Context: an optimization exercise on an open-source flow, tuned for small area, a short achievable clock period and few clock cycles per item. The choices shown serve that exercise and are no tape-out recipe. Only simulation tests tie the RTL to the original design; equivalence was not proved.

## try-yarrow
// wsc_px3
module wsc_px3 (
    input  wire         clk,
    input  wire         rst,
    input  wire         in_valid,
    output wire         in_ready,
    input  wire         in_op,        
    input  wire [287:0] in_win,
    output reg          out_valid,
    input  wire         out_ready,
    output reg  [31:0]  out_pix
);
    wire [43:0] xsx_w, xsy_w;
    genvar c;
    generate
        for (c = 0; c < 4; c = c + 1) begin : pre
            wsc_px3_pre u (
                .v   ({in_win[256+8*c +: 8], in_win[224+8*c +: 8], in_win[192+8*c +: 8],
                       in_win[160+8*c +: 8], in_win[128+8*c +: 8], in_win[96+8*c +: 8],
                       in_win[64+8*c +: 8],  in_win[32+8*c +: 8],  in_win[8*c +: 8]}),
                .xs_X(xsx_w[11*c +: 11]),
                .xs_Y(xsy_w[11*c +: 11])
            );
        end
    endgenerate
    reg         s1_valid;
    reg         s1_op;
    reg         s1_opn;       
    reg  [43:0] s1_xsx, s1_xsy;
    reg  [31:0] s1_m;
    reg         k0_valid, k1_valid;
    reg  [31:0] k0_pix, k1_pix;
    assign in_ready = !k1_valid && !(k0_valid && s1_valid);
    wire accept = in_valid && in_ready;
    always @(posedge clk) begin
        if (rst)
            s1_valid <= 1'b0;
        else
            s1_valid <= accept;
    end
    always @(posedge clk) begin
        s1_op  <= in_op;
        s1_opn <= ~in_op;
        s1_xsx <= xsx_w;
        s1_xsy <= xsy_w;
        s1_m   <= in_win[159:128];              
    end
    wire [31:0] res;
    generate
        for (c = 0; c < 4; c = c + 1) begin : post
            wsc_px3_post u (
                .op  (s1_op),
                .opn (s1_opn),
                .xs_X(s1_xsx[11*c +: 11]),
                .xs_Y(s1_xsy[11*c +: 11]),
  ...
For scale: ~220 flip-flops, ~35000 um2 of cells after synthesis.
clock: 28.0 ns
lec_check: 0
abc_area: 1
cap_margin: 20
core_margin: 2
core_utilization: 40
cts_buf_list: sky130_fd_sc_hd__clkbuf_4 sky130_fd_sc_hd__clkbuf_8
cts_cluster_diameter: 60
cts_cluster_size: 20
slew_margin: 20
synth_hierarchical: 1
standard.sh (not shown) runs the stock make flow with config.mk's settings and CLKGATE_MAP_FILE= SYNTH_SCRIPT=/design/flow/synth_recipe.tcl, a recipe that flattens the netlist after the stock synthesis.
==> flow/flow/run.sh <==
#!/bin/bash
set -e
export BUFFER_PORTS_ARGS="-buffer_cell sky130_fd_sc_hd__buf_1"
export SETUP_SLACK_MARGIN=20.55
bash standard.sh > standard.log 2>&1
Looking at the reports, try-yarrow completed the entire flow and the layout it produced met the timing, DRC and antenna checks.
Testbench counts of try-yarrow, summed over its fixed seeds: cycles 12,016, items 12,000.
The following lists how try-delta was set up differently from try-yarrow:
Settings: clearing ABC_AREA, which used to be 1.
==> flow/flow/run.sh <==
#!/bin/bash
set -e
export BUFFER_PORTS_ARGS="-buffer_cell sky130_fd_sc_hd__buf_1"
export SETUP_SLACK_MARGIN=20.35
bash standard.sh > standard.log 2>&1
### Flow results
try-delta went all the way through synthesis, placement and routing and the layout is clean on timing, DRC and antenna. Wire: try-delta routes less than try-yarrow. Looking at area overhead of the layout relative to synthesis, try-delta sits above try-yarrow. Compared with try-yarrow, in try-delta fraction of the yosys area taken by sequential cells rose 0.89 points, average vias per placed instance rose 7.7%, top achievable clock speed fell 4.7 MHz. Via count, try-delta and try-yarrow: larger value in try-yarrow. Changes observed in try-delta relative to try-yarrow: number of placed instances with taps included lower; core utilization higher; routed length per placed instance higher.
Inputs modified between try-delta and try-nickel:
Settings: PLACE_DENSITY: unset -> 0.8.
Notes after the runs:
The endpoint of the most critical setup path comes out s1_xsx[10] in one run and s1_xsy[9] in the other, namely in try-nickel and try-delta respectively. Critical path depth in try-nickel is 1 above try-delta. try-nickel does better than try-delta on clock skew. Changes observed in try-nickel relative to try-delta: met3 demand-to-capacity share in global routing increased by 1.1 points relative to the old numbers, count of plain and timing-repair buffers closely matched the old numbers. try-nickel -> try-delta: ratio of final minimum period to clock period flat.
## Diff of input files: try-willow against try-nickel
Settings: a deleted PLACE_DENSITY that had been 0.8.
==> flow/flow/run.sh <==
#!/bin/bash
set -e
export BUFFER_PORTS_ARGS="-buffer_cell sky130_fd_sc_hd__buf_1"
export SETUP_SLACK_MARGIN=20.2
bash standard.sh > standard.log 2>&1
==> comparison <==
- Fraction of the cycle the final worst path needs of try-nickel is on par with try-willow.
- Setup slack sits lower in try-willow than in try-nickel.
- Summed area of non-filler cells in the final layout improves in try-willow relative to try-nickel.
- Compared to try-nickel, try-willow has post-route met1 wirelength about 6% higher.
- The destination of the critical timing path comes out s1_xsy[8] in one run and s1_xsx[10] in the other, namely in try-willow and try-nickel respectively.
- try-willow: wire length of the first global-routing pass lower than try-nickel
- Worst relative slew slack sits lower in try-willow than in try-nickel.

========
Setup of run A:
Starting RTL as in the previous note.
Settings: LEC_CHECK=0, CAP_MARGIN=20, CORE_MARGIN=2, CORE_UTILIZATION=60, CTS_BUF_LIST=sky130_fd_sc_hd__clkbuf_4 sky130_fd_sc_hd__clkbuf_8, CTS_CLUSTER_DIAMETER=60, CTS_CLUSTER_SIZE=20, SLEW_MARGIN=20, SYNTH_HIERARCHICAL=1; clock period 28.0 ns.
==> flow/flow/run.sh <==
#!/bin/bash
set -e
export BUFFER_PORTS_ARGS="-buffer_cell sky130_fd_sc_hd__buf_1"
export SETUP_SLACK_MARGIN=20.35
bash standard.sh > standard.log 2>&1
Testbench counts of run A, summed over its fixed seeds: cycles 12,016, items 12,000.
Relative to run A, the following input files were edited for run B:
-- flow/config.mk --
<<< run A, line 9
export CORE_MARGIN = 2
export CORE_UTILIZATION = 60
export CTS_BUF_LIST = sky130_fd_sc_hd__clkbuf_4 sky130_fd_sc_hd__clkbuf_8
>>> run B, line 9
export CORE_MARGIN = 2
export CORE_UTILIZATION = 40
export CTS_BUF_LIST = sky130_fd_sc_hd__clkbuf_4 sky130_fd_sc_hd__clkbuf_8
<<< run A, line 13
export CTS_CLUSTER_SIZE = 20
export SLEW_MARGIN = 20
>>> run B, line 13
export CTS_CLUSTER_SIZE = 20
export PLACE_DENSITY = 0.45
export SLEW_MARGIN = 20
## What came out
Run B: post-layout minimum cycle time is 0.051 ns lower than what run A reported.
Area added between synthesis and finish up 1.5 points in run B wrt run A
Against run A, run B comes in 0.18 points lower on part of the cycle the worst path needs.
Highest clock frequency the design can meet (higher): run B
Final cell count went up by a little under 10% going from run A to run B.
Route | run B vs run A | wire longer in run B
Count of clock-buffer cells in the layout: run B vs run A up 5
#### Input delta (run C over run B)
-- flow/config.mk --
<<< run B, line 7
export LEC_CHECK = 0
export CAP_MARGIN = 20
>>> run C, line 7
export LEC_CHECK = 0
export ABC_CLOCK_PERIOD_IN_PS = 2500
export CAP_MARGIN = 20
<<< run B, line 13
export CTS_CLUSTER_SIZE = 20
export PLACE_DENSITY = 0.45
export SLEW_MARGIN = 20
>>> run C, line 14
export CTS_CLUSTER_SIZE = 20
export SLEW_MARGIN = 20
[summary]
Setup WNS run B -> run C: worse
On total vias in the final route, run C and run B are basically level.
Measured against run C, the via count of the first global-routing pass of run B comes out at 1.05 times the reference value.
Amount of wire on met3 after detailed routing, run C and run B, lower one = run B.
Compared run C vs run B, and count of clock-buffer cells in the layout is down in run C.
Run C vs. run B: routed wire length lost about 9%.
Any difference in portion of the clock cycle consumed by the worst path in the final layout between run B and run C is small enough to ignore.
There was hardly any difference in critical path depth between run B and run C.
The following lists how run D was set up differently from run C:
==> flow/flow/run.sh <==
#!/bin/bash
set -e
export BUFFER_PORTS_ARGS="-buffer_cell sky130_fd_sc_hd__buf_1"
export SETUP_SLACK_MARGIN=20.45
bash standard.sh > standard.log 2>&1
-- flow/config.mk --
<<< run C, line 7
export LEC_CHECK = 0
export ABC_CLOCK_PERIOD_IN_PS = 2500
export CAP_MARGIN = 20
>>> run D, line 7
export LEC_CHECK = 0
export CAP_MARGIN = 20
Number of gates resized after cts up 6 in run D wrt run C. Run D ended with more final standard cell area without fillers than run C. Run D: all stages complete, timing, DRC and antenna checks passed. Delta (run D minus run C): fmax has remained practically unchanged; area overhead of the layout relative to synthesis has increased; share of cell area taken by multi-input logic gates has increased. Comparing run C and run D, the lower core utilization is on run C. Run C → run D: post-route minimum period moved up, fraction of standard cell area that is sequential closely matched the old numbers, total vias in the final route saw little to no change.

[separate check: timing with driven ports]
How much do the figures lean on ideal ports? The routed layouts below were timed once more, with nothing changed but the port constraints. Step 1 sets driving cells, clkbuf_16 on the clock port and buf_2 on the other inputs (assumed; they add their load-dependent delay and slew). Step 2, shift: input delay + t, output delay - t, t = (earliest + latest rising clock arrival at the registers) / 2. This alone moves slack from input paths to output paths. a / b / c = ideal / step 1 / step 2; a / b = the first two.
| run | t, ns | setup slack, ns | pins driven straight from the clock port |
|---|---|---|---|
| try-yarrow | 0.683 | 20.637 / 20.669 / 19.986 | 1 |
| try-delta | 0.690 | 20.371 / 20.404 / 19.714 | 1 |
| try-nickel | 0.688 | 20.355 / 20.384 / 19.697 | 1 |
| try-willow | 0.669 | 20.319 / 20.347 / 19.678 | 1 |
| run A | 0.690 | 20.345 / 20.382 / 19.692 | 1 |
| run B | 0.716 | 20.395 / 20.440 / 19.724 | 1 |
| run C | 0.690 | 20.371 / 20.404 / 19.714 | 1 |
| run D | 0.657 | 20.364 / 20.398 / 19.740 | 1 |
After both steps setup and hold are still met in every run listed. For run B, which loses most, drivers alone change the setup slack by +0.045 ns; drivers and shift together by -0.671 ns.
